This design comes from an exercise in tuning for small area on the open sky130 flow, not from production work.
The RTL was checked by simulation tests, not by an equivalence proof against the original design.
Power figures rest on the tool's default switching activity, not on a simulated workload.

File: flow/run.sh
#!/bin/bash
# synth_recipe.tcl (not shown) runs the flow's synth.tcl, then flattens the netlist and writes it again
# the make line also repeats each setting of config.mk as NAME=value (left out here)
make -C /OpenROAD-flow-scripts/flow DESIGN_CONFIG=/design/flow/config.mk WORK_HOME=/design/flow/orfs CLKGATE_MAP_FILE= SYNTH_SCRIPT=/design/flow/synth_recipe.tcl finish
File: flow/config.mk
export PLATFORM = sky130hd
export DESIGN_NAME = epdseq
export DESIGN_NICKNAME = epdseq
export VERILOG_FILES = /design/flow/design.v
export SDC_FILE = /design/flow/constraint.sdc
export NUM_CORES = 4
export LEC_CHECK = 0
export CAP_MARGIN = 20
export CORE_MARGIN = 2
export CORE_UTILIZATION = 45
export SLEW_MARGIN = 20
File: flow/design.v
module epdseq_rom (
    input  wire [2:0] prog,
    input  wire [7:0] pc,
    input  wire       lut_part,
    input  wire [6:0] lut_idx,
    output reg  [3:0] uop_kind,
    output reg  [7:0] uop_arg,
    output reg  [7:0] lut_byte
);
    localparam [3:0] UOP_CSA = 4'd0;
    localparam [3:0] UOP_TX = 4'd1;
    localparam [3:0] UOP_TXW = 4'd2;
    localparam [3:0] UOP_TXLUT = 4'd3;
    localparam [3:0] UOP_CSD = 4'd4;
    localparam [3:0] UOP_DELAY = 4'd5;
    localparam [3:0] UOP_SETRST = 4'd6;
    localparam [3:0] UOP_WAIT = 4'd7;
    localparam [3:0] UOP_STREAM = 4'd8;
    localparam [3:0] UOP_FINISH = 4'd9;
    always @(*) begin
        uop_kind = UOP_FINISH;
        uop_arg  = 8'd0;
        case (prog)
        3'd1: begin  
            case (pc)
            8'd0: begin uop_kind = UOP_SETRST; uop_arg = 8'h00; end
            8'd1: begin uop_kind = UOP_DELAY; uop_arg = 8'h02; end
            8'd2: begin uop_kind = UOP_SETRST; uop_arg = 8'h01; end
            8'd3: begin uop_kind = UOP_DELAY; uop_arg = 8'h01; end
            8'd4: begin uop_kind = UOP_WAIT; uop_arg = 8'h00; end
            8'd5: begin uop_kind = UOP_CSA; uop_arg = 8'h00; end
            8'd6: begin uop_kind = UOP_TX; uop_arg = 8'h12; end
            8'd7: begin uop_kind = UOP_CSD; uop_arg = 8'h00; end
            8'd8: begin uop_kind = UOP_WAIT; uop_arg = 8'h00; end
            8'd9: begin uop_kind = UOP_FINISH; uop_arg = 8'h02; end
            default: begin uop_kind = UOP_FINISH; uop_arg = 8'd0; end
            endcase
        end
        3'd2: begin  
            case (pc)
            8'd0: begin uop_kind = UOP_CSA; uop_arg = 8'h00; end
            8'd1: begin uop_kind = UOP_TX; uop_arg = 8'h74; end
            8'd2: begin uop_kind = UOP_CSD; uop_arg = 8'h00; end
            8'd3: begin uop_kind = UOP_CSA; uop_arg = 8'h01; end
            8'd4: begin uop_kind = UOP_TX; uop_arg = 8'h54; end
            8'd5: begin uop_kind = UOP_CSD; uop_arg = 8'h00; end
            8'd6: begin uop_kind = UOP_CSA; uop_arg = 8'h00; end
            8'd7: begin uop_kind = UOP_TX; uop_arg = 8'h7E; end
            8'd8: begin uop_kind = UOP_CSD; uop_arg = 8'h00; end
            8'd9: begin uop_kind = UOP_CSA; uop_arg = 8'h01; end
            8'd10: begin uop_kind = UOP_TX; uop_arg = 8'h3B; end
            8'd11: begin uop_kind = UOP_CSD; uop_arg = 8'h00; end
            8'd12: begin uop_kind = UOP_CSA; uop_arg = 8'h00; end
            8'd13: begin uop_kind = UOP_TX; uop_arg = 8'h01; end
            8'd14: begin uop_kind = UOP_CSD; uop_arg = 8'h00; end
            8'd15: begin uop_kind = UOP_CSA; uop_arg = 8'h01; end
            8'd16: begin uop_kind = UOP_TX; uop_arg = 8'h07; end
            8'd17: begin uop_kind = UOP_TX; uop_arg = 8'h00; end
            8'd18: begin uop_kind = UOP_TX; uop_arg = 8'h00; end
            8'd19: begin uop_kind = UOP_CSD; uop_arg = 8'h00; end
            8'd20: begin uop_kind = UOP_CSA; uop_arg = 8'h00; end
            8'd21: begin uop_kind = UOP_TX; uop_arg = 8'h11; end
            8'd22: begin uop_kind = UOP_CSD; uop_arg = 8'h00; end
            8'd23: begin uop_kind = UOP_CSA; uop_arg = 8'h01; end
            8'd24: begin uop_kind = UOP_TX; uop_arg = 8'h03; end
            8'd25: begin uop_kind = UOP_CSD; uop_arg = 8'h00; end
            8'd26: begin uop_kind = UOP_CSA; uop_arg = 8'h00; end
            8'd27: begin uop_kind = UOP_TX; uop_arg = 8'h3C; end
            8'd28: begin uop_kind = UOP_CSD; uop_arg = 8'h00; end
            8'd29: begin uop_kind = UOP_CSA; uop_arg = 8'h01; end
            8'd30: begin uop_kind = UOP_TX; uop_arg = 8'h01; end
            8'd31: begin uop_kind = UOP_CSD; uop_arg = 8'h00; end
            8'd32: begin uop_kind = UOP_CSA; uop_arg = 8'h00; end
            8'd33: begin uop_kind = UOP_TX; uop_arg = 8'h2C; end
            8'd34: begin uop_kind = UOP_CSD; uop_arg = 8'h00; end
            8'd35: begin uop_kind = UOP_CSA; uop_arg = 8'h01; end
            8'd36: begin uop_kind = UOP_TX; uop_arg = 8'h55; end
            8'd37: begin uop_kind = UOP_CSD; uop_arg = 8'h00; end
            8'd38: begin uop_kind = UOP_CSA; uop_arg = 8'h00; end
            8'd39: begin uop_kind = UOP_TX; uop_arg = 8'h03; end
            8'd40: begin uop_kind = UOP_CSD; uop_arg = 8'h00; end
            8'd41: begin uop_kind = UOP_CSA; uop_arg = 8'h01; end
            8'd42: begin uop_kind = UOP_TX; uop_arg = 8'h15; end
            8'd43: begin uop_kind = UOP_CSD; uop_arg = 8'h00; end
            8'd44: begin uop_kind = UOP_CSA; uop_arg = 8'h00; end
            8'd45: begin uop_kind = UOP_TX; uop_arg = 8'h04; end
            8'd46: begin uop_kind = UOP_CSD; uop_arg = 8'h00; end
            8'd47: begin uop_kind = UOP_CSA; uop_arg = 8'h01; end
            8'd48: begin uop_kind = UOP_TX; uop_arg = 8'h41; end
            8'd49: begin uop_kind = UOP_TX; uop_arg = 8'hA8; end
            8'd50: begin uop_kind = UOP_TX; uop_arg = 8'h32; end
            8'd51: begin uop_kind = UOP_CSD; uop_arg = 8'h00; end
            8'd52: begin uop_kind = UOP_CSA; uop_arg = 8'h00; end
            8'd53: begin uop_kind = UOP_TX; uop_arg = 8'h3A; end
            8'd54: begin uop_kind = UOP_CSD; uop_arg = 8'h00; end
            8'd55: begin uop_kind = UOP_CSA; uop_arg = 8'h01; end
            8'd56: begin uop_kind = UOP_TX; uop_arg = 8'h30; end
            8'd57: begin uop_kind = UOP_CSD; uop_arg = 8'h00; end
            8'd58: begin uop_kind = UOP_CSA; uop_arg = 8'h00; end
            8'd59: begin uop_kind = UOP_TX; uop_arg = 8'h3B; end
            8'd60: begin uop_kind = UOP_CSD; uop_arg = 8'h00; end
            8'd61: begin uop_kind = UOP_CSA; uop_arg = 8'h01; end
            8'd62: begin uop_kind = UOP_TX; uop_arg = 8'h0A; end
            8'd63: begin uop_kind = UOP_CSD; uop_arg = 8'h00; end
            8'd64: begin uop_kind = UOP_CSA; uop_arg = 8'h00; end
            8'd65: begin uop_kind = UOP_TX; uop_arg = 8'h32; end
            8'd66: begin uop_kind = UOP_CSD; uop_arg = 8'h00; end
            8'd67: begin uop_kind = UOP_CSA; uop_arg = 8'h01; end
            8'd68: begin uop_kind = UOP_TXLUT; uop_arg = 8'h00; end
            8'd69: begin uop_kind = UOP_CSD; uop_arg = 8'h00; end
            8'd70: begin uop_kind = UOP_CSA; uop_arg = 8'h00; end
            8'd71: begin uop_kind = UOP_TX; uop_arg = 8'h22; end
            8'd72: begin uop_kind = UOP_CSD; uop_arg = 8'h00; end
            8'd73: begin uop_kind = UOP_CSA; uop_arg = 8'h01; end
            8'd74: begin uop_kind = UOP_TX; uop_arg = 8'hC0; end
            8'd75: begin uop_kind = UOP_CSD; uop_arg = 8'h00; end
            8'd76: begin uop_kind = UOP_CSA; uop_arg = 8'h00; end
            8'd77: begin uop_kind = UOP_TX; uop_arg = 8'h20; end
            8'd78: begin uop_kind = UOP_CSD; uop_arg = 8'h00; end
            8'd79: begin uop_kind = UOP_WAIT; uop_arg = 8'h00; end
            8'd80: begin uop_kind = UOP_CSA; uop_arg = 8'h00; end
            8'd81: begin uop_kind = UOP_TX; uop_arg = 8'h44; end
            8'd82: begin uop_kind = UOP_CSD; uop_arg = 8'h00; end
            8'd83: begin uop_kind = UOP_CSA; uop_arg = 8'h01; end
            8'd84: begin uop_kind = UOP_TXW; uop_arg = 8'h00; end
            8'd85: begin uop_kind = UOP_TXW; uop_arg = 8'h01; end
            8'd86: begin uop_kind = UOP_CSD; uop_arg = 8'h00; end
            8'd87: begin uop_kind = UOP_CSA; uop_arg = 8'h00; end
            8'd88: begin uop_kind = UOP_TX; uop_arg = 8'h45; end
            8'd89: begin uop_kind = UOP_CSD; uop_arg = 8'h00; end
            8'd90: begin uop_kind = UOP_CSA; uop_arg = 8'h01; end
            8'd91: begin uop_kind = UOP_TXW; uop_arg = 8'h02; end
            8'd92: begin uop_kind = UOP_TXW; uop_arg = 8'h03; end
            8'd93: begin uop_kind = UOP_TXW; uop_arg = 8'h04; end
            8'd94: begin uop_kind = UOP_TXW; uop_arg = 8'h05; end
            8'd95: begin uop_kind = UOP_CSD; uop_arg = 8'h00; end
            8'd96: begin uop_kind = UOP_CSA; uop_arg = 8'h00; end
            8'd97: begin uop_kind = UOP_TX; uop_arg = 8'h4E; end
            8'd98: begin uop_kind = UOP_CSD; uop_arg = 8'h00; end
            8'd99: begin uop_kind = UOP_CSA; uop_arg = 8'h01; end
            8'd100: begin uop_kind = UOP_TXW; uop_arg = 8'h00; end
            8'd101: begin uop_kind = UOP_CSD; uop_arg = 8'h00; end
            8'd102: begin uop_kind = UOP_CSA; uop_arg = 8'h00; end
            8'd103: begin uop_kind = UOP_TX; uop_arg = 8'h4F; end
            8'd104: begin uop_kind = UOP_CSD; uop_arg = 8'h00; end
            8'd105: begin uop_kind = UOP_CSA; uop_arg = 8'h01; end
            8'd106: begin uop_kind = UOP_TXW; uop_arg = 8'h02; end
            8'd107: begin uop_kind = UOP_TXW; uop_arg = 8'h03; end
            8'd108: begin uop_kind = UOP_CSD; uop_arg = 8'h00; end
            8'd109: begin uop_kind = UOP_CSA; uop_arg = 8'h00; end
            8'd110: begin uop_kind = UOP_TX; uop_arg = 8'h24; end
            8'd111: begin uop_kind = UOP_CSD; uop_arg = 8'h00; end
            8'd112: begin uop_kind = UOP_CSA; uop_arg = 8'h01; end
            8'd113: begin uop_kind = UOP_STREAM; uop_arg = 8'h00; end
            8'd114: begin uop_kind = UOP_CSD; uop_arg = 8'h00; end
            8'd115: begin uop_kind = UOP_CSA; uop_arg = 8'h00; end
            8'd116: begin uop_kind = UOP_TX; uop_arg = 8'h22; end
            8'd117: begin uop_kind = UOP_CSD; uop_arg = 8'h00; end
            8'd118: begin uop_kind = UOP_CSA; uop_arg = 8'h01; end
            8'd119: begin uop_kind = UOP_TX; uop_arg = 8'hF7; end
            8'd120: begin uop_kind = UOP_CSD; uop_arg = 8'h00; end
            8'd121: begin uop_kind = UOP_CSA; uop_arg = 8'h00; end
            8'd122: begin uop_kind = UOP_TX; uop_arg = 8'h20; end
            8'd123: begin uop_kind = UOP_CSD; uop_arg = 8'h00; end
            8'd124: begin uop_kind = UOP_WAIT; uop_arg = 8'h00; end
            8'd125: begin uop_kind = UOP_FINISH; uop_arg = 8'h02; end
            default: begin uop_kind = UOP_FINISH; uop_arg = 8'd0; end
            endcase
        end
        3'd3: begin  
            case (pc)
            8'd0: begin uop_kind = UOP_CSA; uop_arg = 8'h00; end
            8'd1: begin uop_kind = UOP_TX; uop_arg = 8'h74; end
            8'd2: begin uop_kind = UOP_CSD; uop_arg = 8'h00; end
            8'd3: begin uop_kind = UOP_CSA; uop_arg = 8'h01; end
            8'd4: begin uop_kind = UOP_TX; uop_arg = 8'h54; end
            8'd5: begin uop_kind = UOP_CSD; uop_arg = 8'h00; end
            8'd6: begin uop_kind = UOP_CSA; uop_arg = 8'h00; end
            8'd7: begin uop_kind = UOP_TX; uop_arg = 8'h7E; end
            8'd8: begin uop_kind = UOP_CSD; uop_arg = 8'h00; end
            8'd9: begin uop_kind = UOP_CSA; uop_arg = 8'h01; end
            8'd10: begin uop_kind = UOP_TX; uop_arg = 8'h3B; end
            8'd11: begin uop_kind = UOP_CSD; uop_arg = 8'h00; end
            8'd12: begin uop_kind = UOP_CSA; uop_arg = 8'h00; end
            8'd13: begin uop_kind = UOP_TX; uop_arg = 8'h01; end
            8'd14: begin uop_kind = UOP_CSD; uop_arg = 8'h00; end
            8'd15: begin uop_kind = UOP_CSA; uop_arg = 8'h01; end
            8'd16: begin uop_kind = UOP_TX; uop_arg = 8'h07; end
            8'd17: begin uop_kind = UOP_TX; uop_arg = 8'h00; end
            8'd18: begin uop_kind = UOP_TX; uop_arg = 8'h00; end
            8'd19: begin uop_kind = UOP_CSD; uop_arg = 8'h00; end
            8'd20: begin uop_kind = UOP_CSA; uop_arg = 8'h00; end
            8'd21: begin uop_kind = UOP_TX; uop_arg = 8'h11; end
            8'd22: begin uop_kind = UOP_CSD; uop_arg = 8'h00; end
            8'd23: begin uop_kind = UOP_CSA; uop_arg = 8'h01; end
            8'd24: begin uop_kind = UOP_TX; uop_arg = 8'h03; end
            8'd25: begin uop_kind = UOP_CSD; uop_arg = 8'h00; end
            8'd26: begin uop_kind = UOP_CSA; uop_arg = 8'h00; end
            8'd27: begin uop_kind = UOP_TX; uop_arg = 8'h3C; end
            8'd28: begin uop_kind = UOP_CSD; uop_arg = 8'h00; end
            8'd29: begin uop_kind = UOP_CSA; uop_arg = 8'h01; end
            8'd30: begin uop_kind = UOP_TX; uop_arg = 8'h01; end
            8'd31: begin uop_kind = UOP_CSD; uop_arg = 8'h00; end
            8'd32: begin uop_kind = UOP_CSA; uop_arg = 8'h00; end
            8'd33: begin uop_kind = UOP_TX; uop_arg = 8'h2C; end
            8'd34: begin uop_kind = UOP_CSD; uop_arg = 8'h00; end
            8'd35: begin uop_kind = UOP_CSA; uop_arg = 8'h01; end
            8'd36: begin uop_kind = UOP_TX; uop_arg = 8'h55; end
            8'd37: begin uop_kind = UOP_CSD; uop_arg = 8'h00; end
            8'd38: begin uop_kind = UOP_CSA; uop_arg = 8'h00; end
            8'd39: begin uop_kind = UOP_TX; uop_arg = 8'h03; end
            8'd40: begin uop_kind = UOP_CSD; uop_arg = 8'h00; end
            8'd41: begin uop_kind = UOP_CSA; uop_arg = 8'h01; end
            8'd42: begin uop_kind = UOP_TX; uop_arg = 8'h15; end
            8'd43: begin uop_kind = UOP_CSD; uop_arg = 8'h00; end
            8'd44: begin uop_kind = UOP_CSA; uop_arg = 8'h00; end
            8'd45: begin uop_kind = UOP_TX; uop_arg = 8'h04; end
            8'd46: begin uop_kind = UOP_CSD; uop_arg = 8'h00; end
            8'd47: begin uop_kind = UOP_CSA; uop_arg = 8'h01; end
            8'd48: begin uop_kind = UOP_TX; uop_arg = 8'h41; end
            8'd49: begin uop_kind = UOP_TX; uop_arg = 8'hA8; end
            8'd50: begin uop_kind = UOP_TX; uop_arg = 8'h32; end
            8'd51: begin uop_kind = UOP_CSD; uop_arg = 8'h00; end
            8'd52: begin uop_kind = UOP_CSA; uop_arg = 8'h00; end
            8'd53: begin uop_kind = UOP_TX; uop_arg = 8'h3A; end
            8'd54: begin uop_kind = UOP_CSD; uop_arg = 8'h00; end
            8'd55: begin uop_kind = UOP_CSA; uop_arg = 8'h01; end
            8'd56: begin uop_kind = UOP_TX; uop_arg = 8'h30; end
            8'd57: begin uop_kind = UOP_CSD; uop_arg = 8'h00; end
            8'd58: begin uop_kind = UOP_CSA; uop_arg = 8'h00; end
            8'd59: begin uop_kind = UOP_TX; uop_arg = 8'h3B; end
            8'd60: begin uop_kind = UOP_CSD; uop_arg = 8'h00; end
            8'd61: begin uop_kind = UOP_CSA; uop_arg = 8'h01; end
            8'd62: begin uop_kind = UOP_TX; uop_arg = 8'h0A; end
            8'd63: begin uop_kind = UOP_CSD; uop_arg = 8'h00; end
            8'd64: begin uop_kind = UOP_CSA; uop_arg = 8'h00; end
            8'd65: begin uop_kind = UOP_TX; uop_arg = 8'h32; end
            8'd66: begin uop_kind = UOP_CSD; uop_arg = 8'h00; end
            8'd67: begin uop_kind = UOP_CSA; uop_arg = 8'h01; end
            8'd68: begin uop_kind = UOP_TXLUT; uop_arg = 8'h01; end
            8'd69: begin uop_kind = UOP_CSD; uop_arg = 8'h00; end
            8'd70: begin uop_kind = UOP_CSA; uop_arg = 8'h00; end
            8'd71: begin uop_kind = UOP_TX; uop_arg = 8'h2C; end
            8'd72: begin uop_kind = UOP_CSD; uop_arg = 8'h00; end
            8'd73: begin uop_kind = UOP_CSA; uop_arg = 8'h01; end
            8'd74: begin uop_kind = UOP_TX; uop_arg = 8'h26; end
            8'd75: begin uop_kind = UOP_CSD; uop_arg = 8'h00; end
            8'd76: begin uop_kind = UOP_CSA; uop_arg = 8'h00; end
            8'd77: begin uop_kind = UOP_TX; uop_arg = 8'h22; end
            8'd78: begin uop_kind = UOP_CSD; uop_arg = 8'h00; end
            8'd79: begin uop_kind = UOP_CSA; uop_arg = 8'h01; end
            8'd80: begin uop_kind = UOP_TX; uop_arg = 8'hC0; end
            8'd81: begin uop_kind = UOP_CSD; uop_arg = 8'h00; end
            8'd82: begin uop_kind = UOP_CSA; uop_arg = 8'h00; end
            8'd83: begin uop_kind = UOP_TX; uop_arg = 8'h20; end
            8'd84: begin uop_kind = UOP_CSD; uop_arg = 8'h00; end
            8'd85: begin uop_kind = UOP_WAIT; uop_arg = 8'h00; end
            8'd86: begin uop_kind = UOP_CSA; uop_arg = 8'h00; end
            8'd87: begin uop_kind = UOP_TX; uop_arg = 8'h44; end
            8'd88: begin uop_kind = UOP_CSD; uop_arg = 8'h00; end
            8'd89: begin uop_kind = UOP_CSA; uop_arg = 8'h01; end
            8'd90: begin uop_kind = UOP_TXW; uop_arg = 8'h00; end
            8'd91: begin uop_kind = UOP_TXW; uop_arg = 8'h01; end
            8'd92: begin uop_kind = UOP_CSD; uop_arg = 8'h00; end
            8'd93: begin uop_kind = UOP_CSA; uop_arg = 8'h00; end
            8'd94: begin uop_kind = UOP_TX; uop_arg = 8'h45; end
            8'd95: begin uop_kind = UOP_CSD; uop_arg = 8'h00; end
            8'd96: begin uop_kind = UOP_CSA; uop_arg = 8'h01; end
            8'd97: begin uop_kind = UOP_TXW; uop_arg = 8'h02; end
            8'd98: begin uop_kind = UOP_TXW; uop_arg = 8'h03; end
            8'd99: begin uop_kind = UOP_TXW; uop_arg = 8'h04; end
            8'd100: begin uop_kind = UOP_TXW; uop_arg = 8'h05; end
            8'd101: begin uop_kind = UOP_CSD; uop_arg = 8'h00; end
            8'd102: begin uop_kind = UOP_CSA; uop_arg = 8'h00; end
            8'd103: begin uop_kind = UOP_TX; uop_arg = 8'h4E; end
            8'd104: begin uop_kind = UOP_CSD; uop_arg = 8'h00; end
            8'd105: begin uop_kind = UOP_CSA; uop_arg = 8'h01; end
            8'd106: begin uop_kind = UOP_TXW; uop_arg = 8'h00; end
            8'd107: begin uop_kind = UOP_CSD; uop_arg = 8'h00; end
            8'd108: begin uop_kind = UOP_CSA; uop_arg = 8'h00; end
            8'd109: begin uop_kind = UOP_TX; uop_arg = 8'h4F; end
            8'd110: begin uop_kind = UOP_CSD; uop_arg = 8'h00; end
            8'd111: begin uop_kind = UOP_CSA; uop_arg = 8'h01; end
            8'd112: begin uop_kind = UOP_TXW; uop_arg = 8'h02; end
            8'd113: begin uop_kind = UOP_TXW; uop_arg = 8'h03; end
            8'd114: begin uop_kind = UOP_CSD; uop_arg = 8'h00; end
            8'd115: begin uop_kind = UOP_CSA; uop_arg = 8'h00; end
            8'd116: begin uop_kind = UOP_TX; uop_arg = 8'h24; end
            8'd117: begin uop_kind = UOP_CSD; uop_arg = 8'h00; end
            8'd118: begin uop_kind = UOP_CSA; uop_arg = 8'h01; end
            8'd119: begin uop_kind = UOP_STREAM; uop_arg = 8'h00; end
            8'd120: begin uop_kind = UOP_CSD; uop_arg = 8'h00; end
            8'd121: begin uop_kind = UOP_CSA; uop_arg = 8'h00; end
            8'd122: begin uop_kind = UOP_TX; uop_arg = 8'h22; end
            8'd123: begin uop_kind = UOP_CSD; uop_arg = 8'h00; end
            8'd124: begin uop_kind = UOP_CSA; uop_arg = 8'h01; end
            8'd125: begin uop_kind = UOP_TX; uop_arg = 8'hFF; end
            8'd126: begin uop_kind = UOP_CSD; uop_arg = 8'h00; end
            8'd127: begin uop_kind = UOP_CSA; uop_arg = 8'h00; end
            8'd128: begin uop_kind = UOP_TX; uop_arg = 8'h20; end
            8'd129: begin uop_kind = UOP_CSD; uop_arg = 8'h00; end
            8'd130: begin uop_kind = UOP_WAIT; uop_arg = 8'h00; end
            8'd131: begin uop_kind = UOP_FINISH; uop_arg = 8'h02; end
            default: begin uop_kind = UOP_FINISH; uop_arg = 8'd0; end
            endcase
        end
        3'd4: begin  
            case (pc)
            8'd0: begin uop_kind = UOP_CSA; uop_arg = 8'h00; end
            8'd1: begin uop_kind = UOP_TX; uop_arg = 8'h22; end
            8'd2: begin uop_kind = UOP_CSD; uop_arg = 8'h00; end
            8'd3: begin uop_kind = UOP_CSA; uop_arg = 8'h01; end
            8'd4: begin uop_kind = UOP_TX; uop_arg = 8'hC3; end
            8'd5: begin uop_kind = UOP_CSD; uop_arg = 8'h00; end
            8'd6: begin uop_kind = UOP_CSA; uop_arg = 8'h00; end
            8'd7: begin uop_kind = UOP_TX; uop_arg = 8'h20; end
            8'd8: begin uop_kind = UOP_CSD; uop_arg = 8'h00; end
            8'd9: begin uop_kind = UOP_WAIT; uop_arg = 8'h00; end
            8'd10: begin uop_kind = UOP_FINISH; uop_arg = 8'h05; end
            default: begin uop_kind = UOP_FINISH; uop_arg = 8'd0; end
            endcase
        end
        default: ;
        endcase
    end
    always @(*) begin
        lut_byte = 8'h00;
        if (!lut_part) begin
            case (lut_idx)
            7'd0: lut_byte = 8'h63;
            7'd1: lut_byte = 8'hC0;
            7'd2: lut_byte = 8'hA7;
            7'd3: lut_byte = 8'hA6;
            7'd4: lut_byte = 8'h8D;
            7'd5: lut_byte = 8'hD8;
            7'd6: lut_byte = 8'hA7;
            7'd7: lut_byte = 8'h7E;
            7'd8: lut_byte = 8'h1C;
            7'd9: lut_byte = 8'hA3;
            7'd10: lut_byte = 8'hB6;
            7'd11: lut_byte = 8'h37;
            7'd12: lut_byte = 8'h27;
            7'd13: lut_byte = 8'hCB;
            7'd14: lut_byte = 8'h34;
            7'd15: lut_byte = 8'h55;
            7'd16: lut_byte = 8'h48;
            7'd17: lut_byte = 8'h26;
            7'd18: lut_byte = 8'h9F;
            7'd19: lut_byte = 8'hD0;
            7'd20: lut_byte = 8'h07;
            7'd21: lut_byte = 8'hB3;
            7'd22: lut_byte = 8'hE5;
            7'd23: lut_byte = 8'h6C;
            7'd24: lut_byte = 8'h07;
            7'd25: lut_byte = 8'h54;
            7'd26: lut_byte = 8'h6A;
            7'd27: lut_byte = 8'hD7;
            7'd28: lut_byte = 8'hF3;
            7'd29: lut_byte = 8'h49;
            7'd30: lut_byte = 8'hD7;
            7'd31: lut_byte = 8'h84;
            7'd32: lut_byte = 8'h26;
            7'd33: lut_byte = 8'h70;
            7'd34: lut_byte = 8'hA8;
            7'd35: lut_byte = 8'h4A;
            7'd36: lut_byte = 8'h1C;
            7'd37: lut_byte = 8'h3F;
            7'd38: lut_byte = 8'h74;
            7'd39: lut_byte = 8'hBB;
            7'd40: lut_byte = 8'h9D;
            7'd41: lut_byte = 8'h7D;
            7'd42: lut_byte = 8'hFB;
            7'd43: lut_byte = 8'h45;
            7'd44: lut_byte = 8'hA3;
            7'd45: lut_byte = 8'hC3;
            7'd46: lut_byte = 8'hF2;
            7'd47: lut_byte = 8'h0B;
            7'd48: lut_byte = 8'h10;
            7'd49: lut_byte = 8'hB6;
            7'd50: lut_byte = 8'h8D;
            7'd51: lut_byte = 8'h81;
            7'd52: lut_byte = 8'h11;
            7'd53: lut_byte = 8'h01;
            7'd54: lut_byte = 8'hD0;
            7'd55: lut_byte = 8'hCA;
            7'd56: lut_byte = 8'h4F;
            7'd57: lut_byte = 8'h15;
            7'd58: lut_byte = 8'h96;
            7'd59: lut_byte = 8'hD1;
            7'd60: lut_byte = 8'hDC;
            7'd61: lut_byte = 8'hA0;
            7'd62: lut_byte = 8'h5E;
            7'd63: lut_byte = 8'h29;
            7'd64: lut_byte = 8'hD8;
            7'd65: lut_byte = 8'hCE;
            7'd66: lut_byte = 8'hD9;
            7'd67: lut_byte = 8'hA5;
            7'd68: lut_byte = 8'hE7;
            7'd69: lut_byte = 8'h42;
            7'd70: lut_byte = 8'h34;
            7'd71: lut_byte = 8'hB7;
            7'd72: lut_byte = 8'h53;
            7'd73: lut_byte = 8'hD3;
            7'd74: lut_byte = 8'h25;
            7'd75: lut_byte = 8'h89;
            7'd76: lut_byte = 8'h00;
            7'd77: lut_byte = 8'h07;
            7'd78: lut_byte = 8'hB7;
            7'd79: lut_byte = 8'hDD;
            7'd80: lut_byte = 8'h13;
            7'd81: lut_byte = 8'h50;
            7'd82: lut_byte = 8'hD6;
            7'd83: lut_byte = 8'hA5;
            7'd84: lut_byte = 8'h61;
            7'd85: lut_byte = 8'h08;
            7'd86: lut_byte = 8'h9A;
            7'd87: lut_byte = 8'h62;
            7'd88: lut_byte = 8'h99;
            7'd89: lut_byte = 8'h2E;
            7'd90: lut_byte = 8'h54;
            7'd91: lut_byte = 8'h3D;
            7'd92: lut_byte = 8'h32;
            7'd93: lut_byte = 8'hDE;
            7'd94: lut_byte = 8'h59;
            7'd95: lut_byte = 8'hE6;
            7'd96: lut_byte = 8'h13;
            7'd97: lut_byte = 8'h92;
            7'd98: lut_byte = 8'h90;
            7'd99: lut_byte = 8'h30;
            default: lut_byte = 8'h00;
            endcase
        end else begin
            case (lut_idx)
            7'd0: lut_byte = 8'h03;
            7'd1: lut_byte = 8'h1B;
            7'd2: lut_byte = 8'hBE;
            7'd3: lut_byte = 8'h69;
            7'd4: lut_byte = 8'hD7;
            7'd5: lut_byte = 8'h5D;
            7'd6: lut_byte = 8'h8C;
            7'd7: lut_byte = 8'h7A;
            7'd8: lut_byte = 8'h55;
            7'd9: lut_byte = 8'hCD;
            7'd10: lut_byte = 8'h5D;
            7'd11: lut_byte = 8'hC3;
            7'd12: lut_byte = 8'hEA;
            7'd13: lut_byte = 8'hAC;
            7'd14: lut_byte = 8'hD2;
            7'd15: lut_byte = 8'hB4;
            7'd16: lut_byte = 8'h10;
            7'd17: lut_byte = 8'h00;
            7'd18: lut_byte = 8'h1A;
            7'd19: lut_byte = 8'h2C;
            7'd20: lut_byte = 8'h7D;
            7'd21: lut_byte = 8'h57;
            7'd22: lut_byte = 8'hFA;
            7'd23: lut_byte = 8'h92;
            7'd24: lut_byte = 8'h0C;
            7'd25: lut_byte = 8'h3B;
            7'd26: lut_byte = 8'hA0;
            7'd27: lut_byte = 8'hB4;
            7'd28: lut_byte = 8'h6C;
            7'd29: lut_byte = 8'h74;
            7'd30: lut_byte = 8'h27;
            7'd31: lut_byte = 8'h62;
            7'd32: lut_byte = 8'h8B;
            7'd33: lut_byte = 8'h00;
            7'd34: lut_byte = 8'hE9;
            7'd35: lut_byte = 8'hC9;
            7'd36: lut_byte = 8'hC0;
            7'd37: lut_byte = 8'hD3;
            7'd38: lut_byte = 8'h89;
            7'd39: lut_byte = 8'h91;
            7'd40: lut_byte = 8'hBB;
            7'd41: lut_byte = 8'h4F;
            7'd42: lut_byte = 8'hBC;
            7'd43: lut_byte = 8'hB6;
            7'd44: lut_byte = 8'h2D;
            7'd45: lut_byte = 8'h82;
            7'd46: lut_byte = 8'hDA;
            7'd47: lut_byte = 8'h27;
            7'd48: lut_byte = 8'h36;
            7'd49: lut_byte = 8'h21;
            7'd50: lut_byte = 8'h28;
            7'd51: lut_byte = 8'h21;
            7'd52: lut_byte = 8'h93;
            7'd53: lut_byte = 8'h48;
            7'd54: lut_byte = 8'hE2;
            7'd55: lut_byte = 8'h48;
            7'd56: lut_byte = 8'h84;
            7'd57: lut_byte = 8'hEF;
            7'd58: lut_byte = 8'h0B;
            7'd59: lut_byte = 8'h8A;
            7'd60: lut_byte = 8'h7E;
            7'd61: lut_byte = 8'h2C;
            7'd62: lut_byte = 8'hF5;
            7'd63: lut_byte = 8'hB4;
            7'd64: lut_byte = 8'h95;
            7'd65: lut_byte = 8'h2B;
            7'd66: lut_byte = 8'h8F;
            7'd67: lut_byte = 8'hD0;
            7'd68: lut_byte = 8'hA7;
            7'd69: lut_byte = 8'hED;
            7'd70: lut_byte = 8'h72;
            7'd71: lut_byte = 8'h45;
            7'd72: lut_byte = 8'h49;
            7'd73: lut_byte = 8'hC3;
            7'd74: lut_byte = 8'hAA;
            7'd75: lut_byte = 8'hAE;
            7'd76: lut_byte = 8'h73;
            7'd77: lut_byte = 8'h89;
            7'd78: lut_byte = 8'h44;
            7'd79: lut_byte = 8'h76;
            7'd80: lut_byte = 8'hEB;
            7'd81: lut_byte = 8'hA3;
            7'd82: lut_byte = 8'h9C;
            7'd83: lut_byte = 8'h38;
            7'd84: lut_byte = 8'h72;
            7'd85: lut_byte = 8'hB9;
            7'd86: lut_byte = 8'h63;
            7'd87: lut_byte = 8'hD8;
            7'd88: lut_byte = 8'hB0;
            7'd89: lut_byte = 8'h32;
            7'd90: lut_byte = 8'h73;
            7'd91: lut_byte = 8'h60;
            7'd92: lut_byte = 8'hDF;
            7'd93: lut_byte = 8'h71;
            7'd94: lut_byte = 8'h52;
            7'd95: lut_byte = 8'h9D;
            7'd96: lut_byte = 8'h3A;
            7'd97: lut_byte = 8'hD2;
            7'd98: lut_byte = 8'h88;
            7'd99: lut_byte = 8'h76;
            default: lut_byte = 8'h00;
            endcase
        end
    end
endmodule
module epdseq #(
    parameter integer WIDTH           = 122,
    parameter integer HEIGHT          = 8,
    parameter integer CLKS_PER_MS     = 16,
    parameter integer BUSY_LEVEL      = 1,
    parameter integer BUSY_POLL_LIMIT = 200
) (
    input  wire        clk,
    input  wire        rst_n,
    input  wire        bus_we,
    input  wire        bus_re,
    input  wire [23:0] bus_addr,
    input  wire [31:0] bus_wdata,
    output reg  [31:0] bus_rdata,
    output reg         epd_cs_n,
    output reg         epd_dc,
    output reg         epd_sclk,
    output reg         epd_mosi,
    output reg         epd_rst_n,
    input  wire        epd_busy,
    input  wire        epd_tx_err
);
    localparam integer ROW_BYTES = (WIDTH + 7) / 8;
    localparam integer FB_BYTES  = ROW_BYTES * HEIGHT;
    localparam [2:0] ST_UNINIT   = 3'd0;
    localparam [2:0] ST_RESET    = 3'd1;
    localparam [2:0] ST_READY    = 3'd2;
    localparam [2:0] ST_UPD_FULL = 3'd3;
    localparam [2:0] ST_UPD_PART = 3'd4;
    localparam [2:0] ST_SLEEP    = 3'd5;
    localparam [2:0] ST_FAULT    = 3'd6;
    localparam [2:0] ST_ENTER_SL = 3'd7;
    localparam [3:0] E_OK      = 4'd0;
    localparam [3:0] E_ILLEGAL = 4'd1;
    localparam [3:0] E_BUSY    = 4'd2;
    localparam [3:0] E_STATE   = 4'd3;
    localparam [3:0] E_WINDOW  = 4'd4;
    localparam [3:0] E_BUSFLT  = 4'd5;
    localparam [3:0] E_TIMEOUT = 4'd6;
    localparam [3:0] OP_INIT     = 4'h1;
    localparam [3:0] OP_FILL     = 4'h2;
    localparam [3:0] OP_SETPX    = 4'h3;
    localparam [3:0] OP_UPD_FULL = 4'h4;
    localparam [3:0] OP_UPD_PART = 4'h5;
    localparam [3:0] OP_SLEEP    = 4'h6;
    localparam [2:0] PROG_NONE  = 3'd0;
    localparam [2:0] PROG_INIT  = 3'd1;
    localparam [2:0] PROG_FULL  = 3'd2;
    localparam [2:0] PROG_PART  = 3'd3;
    localparam [2:0] PROG_SLEEP = 3'd4;
    localparam [3:0] UOP_CSA    = 4'd0;
    localparam [3:0] UOP_TX     = 4'd1;
    localparam [3:0] UOP_TXW    = 4'd2;
    localparam [3:0] UOP_TXLUT  = 4'd3;
    localparam [3:0] UOP_CSD    = 4'd4;
    localparam [3:0] UOP_DELAY  = 4'd5;
    localparam [3:0] UOP_SETRST = 4'd6;
    localparam [3:0] UOP_WAIT   = 4'd7;
    localparam [3:0] UOP_STREAM = 4'd8;
    localparam [3:0] UOP_FINISH = 4'd9;
    reg [31:0] arg0, arg1;
    reg [2:0]  state;
    reg [3:0]  err;
    reg [2:0]  prog;
    reg [7:0]  pc;
    reg [3:0]  bitcnt;       
    reg        fault_pend;   
    reg [6:0]  lut_idx;
    reg [15:0] dcnt;
    reg [31:0] pcnt;
    reg [15:0] gen_r;
    reg [7:0]  gen_c;
    reg [7:0]  win_xs, win_xe;
    reg [15:0] win_ys, win_ye;
    reg [7:0]  fb [0:FB_BYTES-1];
    wire active = (state == ST_RESET) || (state == ST_UPD_FULL) ||
                  (state == ST_UPD_PART) || (state == ST_ENTER_SL);
    wire [15:0] wc_x = arg0[15:0];
    wire [15:0] wc_y = arg0[31:16];
    wire [15:0] wc_w = arg1[15:0];
    wire [15:0] wc_h = arg1[31:16];
    wire [16:0] wc_xsum = {1'b0, wc_x} + {1'b0, wc_w};
    wire [16:0] wc_ysum = {1'b0, wc_y} + {1'b0, wc_h};
    wire [16:0] wc_xend = ((wc_xsum < WIDTH)  ? wc_xsum : WIDTH)  - 17'd1;
    wire [16:0] wc_yend = ((wc_ysum < HEIGHT) ? wc_ysum : HEIGHT) - 17'd1;
    wire        wc_valid = (wc_x < WIDTH) && (wc_y < HEIGHT) &&
                           (wc_w != 16'd0) && (wc_h != 16'd0);
    wire [7:0]  wc_xs = wc_x[10:3];
    wire [7:0]  wc_xe = wc_xend[10:3];
    wire [15:0] wc_ys = wc_y;
    wire [15:0] wc_ye = wc_yend[15:0];
    wire [21:0] waddr   = bus_addr[23:2];
    wire        cmd_wr  = bus_we && (waddr == 22'd0);
    wire [3:0]  cmd_op  = bus_wdata[3:0];
    wire        cmd_blk = bus_wdata[4];
    wire [7:0]  cmd_fill = bus_wdata[15:8];
    wire op_defined = (cmd_op >= OP_INIT) && (cmd_op <= OP_SLEEP);
    wire op_legal_state =
        (cmd_op == OP_INIT || cmd_op == OP_FILL || cmd_op == OP_SETPX) ? 1'b1 :
        (state == ST_READY);
    reg [3:0] host_err;
    reg       host_accept;
    always @(*) begin
        host_accept = 1'b0;
        host_err    = E_OK;
        if (!op_defined)
            host_err = E_ILLEGAL;
        else if (active)
            host_err = E_BUSY;
        else if (!op_legal_state)
            host_err = E_STATE;
        else if (cmd_op == OP_UPD_PART && !wc_valid)
            host_err = E_WINDOW;
        else
            host_accept = 1'b1;
    end
    wire acc_init  = cmd_wr && host_accept && (cmd_op == OP_INIT);
    wire acc_fill  = cmd_wr && host_accept && (cmd_op == OP_FILL);
    wire acc_setpx = cmd_wr && host_accept && (cmd_op == OP_SETPX);
    wire acc_full  = cmd_wr && host_accept && (cmd_op == OP_UPD_FULL);
    wire acc_part  = cmd_wr && host_accept && (cmd_op == OP_UPD_PART);
    wire acc_sleep = cmd_wr && host_accept && (cmd_op == OP_SLEEP);
    wire        px_in_range = (wc_x < WIDTH) && (wc_y < HEIGHT);
    wire [31:0] px_index    = wc_y * ROW_BYTES + (wc_x >> 3);
    wire [2:0]  px_bit      = 3'd7 - wc_x[2:0];
    integer i;
    always @(posedge clk) begin
        if (acc_init) begin
            for (i = 0; i < FB_BYTES; i = i + 1)
                fb[i] <= 8'hFF;
        end else if (acc_fill) begin
            for (i = 0; i < FB_BYTES; i = i + 1)
                fb[i] <= cmd_fill;
        end else if (acc_setpx && px_in_range) begin
            fb[px_index][px_bit] <= !cmd_blk;
        end
    end
    function [7:0] fb_read;
        input [31:0] idx;
        begin
            if (idx < FB_BYTES)
                fb_read = fb[idx];
            else
                fb_read = 8'hFF;
        end
    endfunction
    wire [3:0] uop_kind;
    wire [7:0] uop_arg;
    wire [7:0] lut_byte;
    epdseq_rom u_rom (
        .prog     (prog),
        .pc       (pc),
        .lut_part (prog == PROG_PART),
        .lut_idx  (lut_idx),
        .uop_kind (uop_kind),
        .uop_arg  (uop_arg),
        .lut_byte (lut_byte)
    );
    wire [31:0] stream_index = gen_r * ROW_BYTES + gen_c;
    reg [7:0] win_byte;
    always @(*) begin
        case (uop_arg[2:0])
            3'd0:    win_byte = win_xs;
            3'd1:    win_byte = win_xe;
            3'd2:    win_byte = win_ys[7:0];
            3'd3:    win_byte = win_ys[15:8];
            3'd4:    win_byte = win_ye[7:0];
            default: win_byte = win_ye[15:8];
        endcase
    end
    reg [7:0] tx_byte;
    always @(*) begin
        case (uop_kind)
            UOP_TX:     tx_byte = uop_arg;
            UOP_TXW:    tx_byte = win_byte;
            UOP_TXLUT:  tx_byte = lut_byte;
            default:    tx_byte = fb_read(stream_index);
        endcase
    end
    wire        tx_last   = (bitcnt == 4'd15);
    wire        busy_seen = (epd_busy == BUSY_LEVEL);
    wire [31:0] pcnt_inc  = (pcnt == 32'hFFFF_FFFF) ? pcnt : pcnt + 32'd1;
    wire [15:0] delay_len = uop_arg * CLKS_PER_MS;
    always @(posedge clk) begin
        if (!rst_n) begin
            arg0      <= 32'd0;
            arg1      <= 32'd0;
            state     <= ST_UNINIT;
            err       <= E_OK;
            prog      <= PROG_NONE;
            pc        <= 8'd0;
            bitcnt    <= 4'd0;
            fault_pend <= 1'b0;
            lut_idx   <= 7'd0;
            dcnt      <= 16'd0;
            pcnt      <= 32'd0;
            gen_r     <= 16'd0;
            gen_c     <= 8'd0;
            win_xs    <= 8'd0;
            win_xe    <= 8'd0;
            win_ys    <= 16'd0;
            win_ye    <= 16'd0;
            epd_cs_n  <= 1'b1;
            epd_dc    <= 1'b0;
            epd_sclk  <= 1'b0;
            epd_mosi  <= 1'b0;
            epd_rst_n <= 1'b1;
        end else begin
            if (bus_we && waddr == 22'd1) arg0 <= bus_wdata;
            if (bus_we && waddr == 22'd2) arg1 <= bus_wdata;
            if (cmd_wr) begin
                err <= host_err;
                if (acc_init) begin
                    state <= ST_RESET;
                    pcnt  <= 32'd0;
                    prog  <= PROG_INIT;
                    pc    <= 8'd0;
                end
                if (acc_full) begin
                    state  <= ST_UPD_FULL;
                    pcnt   <= 32'd0;
                    prog   <= PROG_FULL;
                    pc     <= 8'd0;
                    win_xs <= 8'd0;
                    win_xe <= ROW_BYTES - 1;
                    win_ys <= 16'd0;
                    win_ye <= HEIGHT - 1;
                    gen_r  <= 16'd0;
                    gen_c  <= 8'd0;
                end
                if (acc_part) begin
                    state  <= ST_UPD_PART;
                    pcnt   <= 32'd0;
                    prog   <= PROG_PART;
                    pc     <= 8'd0;
                    win_xs <= wc_xs;
                    win_xe <= wc_xe;
                    win_ys <= wc_ys;
                    win_ye <= wc_ye;
                    gen_r  <= wc_ys;
                    gen_c  <= wc_xs;
                end
                if (acc_sleep) begin
                    state <= ST_ENTER_SL;
                    pcnt  <= 32'd0;
                    prog  <= PROG_SLEEP;
                    pc    <= 8'd0;
                end
            end
            if (active && fault_pend) begin
                fault_pend <= 1'b0;
                epd_sclk   <= 1'b0;
                epd_cs_n   <= 1'b1;
                lut_idx    <= 7'd0;
                pcnt       <= 32'd0;
                state      <= ST_FAULT;
                err        <= E_BUSFLT;
                prog       <= PROG_NONE;
                pc         <= 8'd0;
            end else if (active) begin
                epd_sclk <= 1'b0;
                case (uop_kind)
                    UOP_CSA: begin
                        epd_dc   <= uop_arg[0];
                        epd_cs_n <= 1'b0;
                        pc       <= pc + 8'd1;
                    end
                    UOP_CSD: begin
                        epd_cs_n <= 1'b1;
                        pc       <= pc + 8'd1;
                    end
                    UOP_SETRST: begin
                        epd_rst_n <= uop_arg[0];
                        pc        <= pc + 8'd1;
                    end
                    UOP_DELAY: begin
                        if (dcnt == delay_len - 16'd1) begin
                            dcnt <= 16'd0;
                            pc   <= pc + 8'd1;
                        end else begin
                            dcnt <= dcnt + 16'd1;
                        end
                    end
                    UOP_WAIT: begin
                        if (!busy_seen) begin
                            pcnt <= 32'd0;
                            pc   <= pc + 8'd1;
                        end else begin
                            pcnt <= pcnt_inc;
                            if (pcnt_inc >= BUSY_POLL_LIMIT) begin
                                pcnt  <= 32'd0;
                                state <= ST_FAULT;
                                err   <= E_TIMEOUT;
                                prog  <= PROG_NONE;
                                pc    <= 8'd0;
                            end
                        end
                    end
                    UOP_FINISH: begin
                        state <= uop_arg[2:0];
                        err   <= E_OK;
                        prog  <= PROG_NONE;
                        pc    <= 8'd0;
                    end
                    default: begin
                        if (!bitcnt[0])
                            epd_mosi <= tx_byte[3'd7 - bitcnt[3:1]];
                        else
                            epd_sclk <= 1'b1;
                        bitcnt <= bitcnt + 4'd1;
                        if (tx_last) begin
                            if (epd_tx_err) begin
                                fault_pend <= 1'b1;
                            end else if (uop_kind == UOP_TXLUT) begin
                                if (lut_idx == 7'd99) begin
                                    lut_idx <= 7'd0;
                                    pc      <= pc + 8'd1;
                                end else begin
                                    lut_idx <= lut_idx + 7'd1;
                                end
                            end else if (uop_kind == UOP_STREAM) begin
                                if (gen_c < win_xe) begin
                                    gen_c <= gen_c + 8'd1;
                                end else if (gen_r < win_ye) begin
                                    gen_c <= win_xs;
                                    gen_r <= gen_r + 16'd1;
                                end else begin
                                    pc <= pc + 8'd1;
                                end
                            end else begin
                                pc <= pc + 8'd1;
                            end
                        end
                    end
                endcase
            end
        end
    end
    wire [31:0] status_word = {20'd0, epd_rst_n, epd_dc, epd_cs_n, epd_busy,
                               err, active, state};
    wire [23:0] word_addr   = {bus_addr[23:2], 2'b00};
    wire [31:0] win_index   = {8'd0, word_addr} - 32'h1000;
    reg [31:0] read_word;
    always @(*) begin
        read_word = 32'd0;
        if (word_addr >= 24'h1000) begin
            read_word = {fb_read(win_index + 32'd3), fb_read(win_index + 32'd2),
                         fb_read(win_index + 32'd1), fb_read(win_index)};
        end else begin
            case (word_addr)
                24'h004: read_word = arg0;
                24'h008: read_word = arg1;
                24'h00C: read_word = status_word;
                24'h010: read_word = {HEIGHT[15:0], WIDTH[15:0]};
                24'h014: read_word = FB_BYTES;
                24'h018: read_word = {29'd0, 1'b1, BUSY_LEVEL[0], 1'b1};
                default: read_word = 32'd0;
            endcase
        end
    end
    always @(posedge clk) begin
        if (!rst_n)
            bus_rdata <= 32'd0;
        else if (bus_re)
            bus_rdata <= read_word;
    end
endmodule
File: flow/constraint.sdc
create_clock -name core_clock -period 10.0 [get_ports {clk}]
set_input_delay 2.0000 -clock core_clock [delete_from_list [all_inputs] [get_ports {clk}]]
set_output_delay 2.0000 -clock core_clock [all_outputs]
set_load 0.01 [all_outputs]
==> impl_metrics.ini <==
[yosys]
synth_top_flop_cell = edfxtp_1
syn_area_um2 = 84800
synth_cell_types = 115
yosysWarnings = 2
synth_nets = 8295
synth_cells = 8136
synthArstFlopShare_pct = 0
yosysSeqAreaShare_pct = 43.5
synth_seq_cells = 1331
synth_edf_count = 1024
synth_area_per_cell_um2 = 10.4

[floorplan]
core_um2 = 188000
fp.dieW_um = 438
ioPinCount = 99
row_count = 159
dieArea_um2 = 192000
initial_core_util_pct = 45.2
fp.dieH_um = 438

[routing]
dr_wl_met2_um = 145000
routed_wl_um = 353000
wl_met3_um = 57900
drtIter0Drc = 13200
vias = 74000
drt_pass1_iterations = 7
vias_per_cell = 7.17
top_layer = met5
ant_nets = 0
wl_per_cell_um = 34.2
drc = 0
met1Wirelength_um = 127000

[global_routing]
antenna_found_initial = 25
overflow = 0
grt_pass1_wl_um = 499000
grt_max_degree = 271
globalRouteTotalUtil_pct = 35.8
grt_pass1_vias = 68300

[sta]
drv_slew = 0
min_period_ns = 8.08
post-route-period-util_pct = 80.8
relSlewSlack_pct = 6.54
fmax_mhz = 124
clock_skew_ns = 0.0611
finalSetupTns_ns = 0
setup_violations = 0
tightestPinTransition_ns = 1.40
hold_viol = 0
whs_ns = 0.475
rsz0062_at_grt = no

[power]
p_per_area_nw_per_um2 = 132
p_seq_share_pct = 48.6
p_clk_share_pct = 46.9
internal_power_mw = 9.29
ir_worst_vdd_mv = 0.195
p_leak_nw = 33.5
net-switching-power_mw = 2.90
switching_share_pct = 23.8
power_frac_comb_pct = 4.4

[cts]
cts_buffers = 154
clockRootBuffer = clkbuf_16
cts_buffer_depth = 3
cts.sinks = 1331
cts_tree = done
cts_setup_buffers = 0
cts_resized = 0
insertion_delay_ns = 0.85
clk_pin_slew_ns = 0.05
cts_hold_buf = 0
htreeDepth = 4

[place]
hpwl_um = 232000
gp_congestion = 1.04
port_buffers = 96

[critical_path]
cp.required_ns = 10.67
path_class = in2reg
rr_worst_depth = 20
startpoint_type = input port
crit_path_end_kind = register
cp_max_fo = 18
r2r_slack_ns = 2.37
reg2reg_from = prog[2]$_SDFF_PP0_
arrival_ns = 8.75

[min_path]
worstHoldPathType = reg2reg
min_from = epd_mosi$_SDFFE_PN0P_
hold_path_end = epd_mosi$_SDFFE_PN0P_
hold_depth = 2

[final_layout]
area_growth_pct = 9.00
final_cell_mix = a21oi_1, edfxtp_1, nand2_1
nets = 7850
final_common_cell = a21oi_1
drive_gt1_share_pct = 16.5

[flow_run]
cap_violations = 0

[run_status]
status = finished clean
cells by family after synthesis:
logic type / share of synthesized area, %
AO/OA/AOI/OAI: 18.0
multiplexers: 21.3
XOR/XNOR: 0.800
AND/OR/NAND/NOR: 10.0
adder cells (fa/ha/maj): 1.47
buffers and inverters: 4.93
flip-flops: 43.5
through the flow:
step | setup slack [ns] | cells | total power [mW] | util (%) | instance area (µm²)
finish | 1.92 | 10300 | 12.2 | 49.3 | 92500
detailed placement | 1.68 | 10000 | 6.56 | 46.6 | 87300
global placement | 1.68 | 10000 | 6.55 | 46.5 | 87300
global route | 1.87 | 10300 | 12.4 | 49.3 | 92400
floorplan | 4.40 | 8136 | 6.35 | - | 84800
CTS | 2.53 | 10300 | 12.2 | 49.2 | 92300
power by group through the flow:
stage               logic (mW)  registers (mW)  clock network, mW
finish                   0.541            5.93               5.72
global route             0.557            5.92               5.92
CTS                      0.518            5.93               5.72
detailed placement       0.517            6.04                  0
global placement         0.509            6.04                  0
floorplan                0.308            6.04                  0
worst max-delay path: stages:
cell and delay [ns]:
clkdlybuf4s50_1 0.40, nor3_1 0.98, nand4_1 0.68, nor3_1 0.54, nand4_1 0.68, mux2_2 0.55, a21oi_1 0.28, a311oi_4 0.14
buf_4 0.25, inv_1 0.25, ha_1 0.42, inv_1 0.23, nand2_1 0.32, and2_1 0.30, o211ai_1 0.12, a221oi_1 0.45
nor3_1 0.12
metal layers:
layer	global-route usage, %	up-vias
met3	14.2	1035
met4	19.4	20
met1	47.6	36600
met2	49.7	6109
li1	-	30300
met5	0.199	-
flip-flops by register name, indices dropped and copies added, names as in the netlist, 8 cells and up, named ones only:
| signal | count |
|---|---|
| gen_r | 16 |
| bus_rdata | 32 |
| pc | 8 |
| arg1 | 32 |
| win_xs | 8 |
| win_ye | 16 |
| pcnt | 32 |
| win_xe | 8 |
| dcnt | 16 |
| gen_c | 8 |
| win_ys | 16 |
| fb | 1024 |
| arg0 | 32 |
Yosys cell counts (43+ instances only):
| cell | number | share of area, % |
|---|---|---|
| mux2i_1 | 296 | 3.5 |
| o21ai_0 | 929 | 5.5 |
| and3_1 | 84 | 0.62 |
| a22oi_1 | 63 | 0.56 |
| nor2_1 | 362 | 1.6 |
| buf_1 | 82 | 0.36 |
| edfxtp_1 | 1024 | 36 |
| nand2_1 | 962 | 4.3 |
| clkbuf_1 | 782 | 3.5 |
| ha_1 | 93 | 1.4 |
| dfxtp_1 | 307 | 7.2 |
| a31oi_1 | 297 | 2.2 |
| nor3_1 | 84 | 0.50 |
| a21oi_1 | 1033 | 6.1 |
| o211ai_1 | 43 | 0.38 |
| mux4_2 | 662 | 18 |
| nand3_1 | 96 | 0.57 |
| inv_1 | 171 | 0.76 |
cell type report:
type | instances | area [µm²]
Tap cell | 2495 | 3120
Inverter | 175 | 657
Antenna cell | 14 | 35.0
Clock inverter | 87 | 852
Clock buffer | 196 | 4110
Fill cell | 16700 | 95100
Sequential cell | 1331 | 36900
Timing Repair Buffer | 309 | 2680
Multi-Input combinational cell | 5720 | 44100
worst max-delay path by stage:
stage | start | endpoint | slack, ns | depth (start not counted)
floorplan | bus_addr[2] | register | 4.40 | 18
detailed placement | bus_addr[7] | register | 1.68 | 17
global route | bus_addr[7] | register | 1.87 | 17
CTS | prog[2]$_SDFF_PP0_ | register | 2.53 | 20
global placement | bus_addr[7] | register | 1.68 | 17
finish | bus_addr[7] | register | 1.92 | 17

[what the ideal ports hide]
In the flow no input, the clock included, has a driving cell. The finished layout below was timed again as built, in two steps. Step 1, drivers: a clkbuf_16 drives clk and a buf_2 each remaining input, both assumed. Step 2 moves the port delays by t, midway between the first and last clock arrival at a register: inputs arrive t later, outputs are due t later. That takes back most of the time a late clock gives input paths. a / b / c = no drivers / after step 1 / after step 2; a / b = the first two.
t (ns): 0.920
setup WS [ns]: 1.917 / 1.985 / 1.065
worst setup path at the end: input to register
latest minus earliest clock arrival (ns): 0.082 / 0.082
worst register clock-pin slew, ns: 0.07 / 0.07
After both steps setup and hold are still met in this run. The setup slack of this run moves by +0.068 ns with the drivers and by -0.852 ns with both steps.
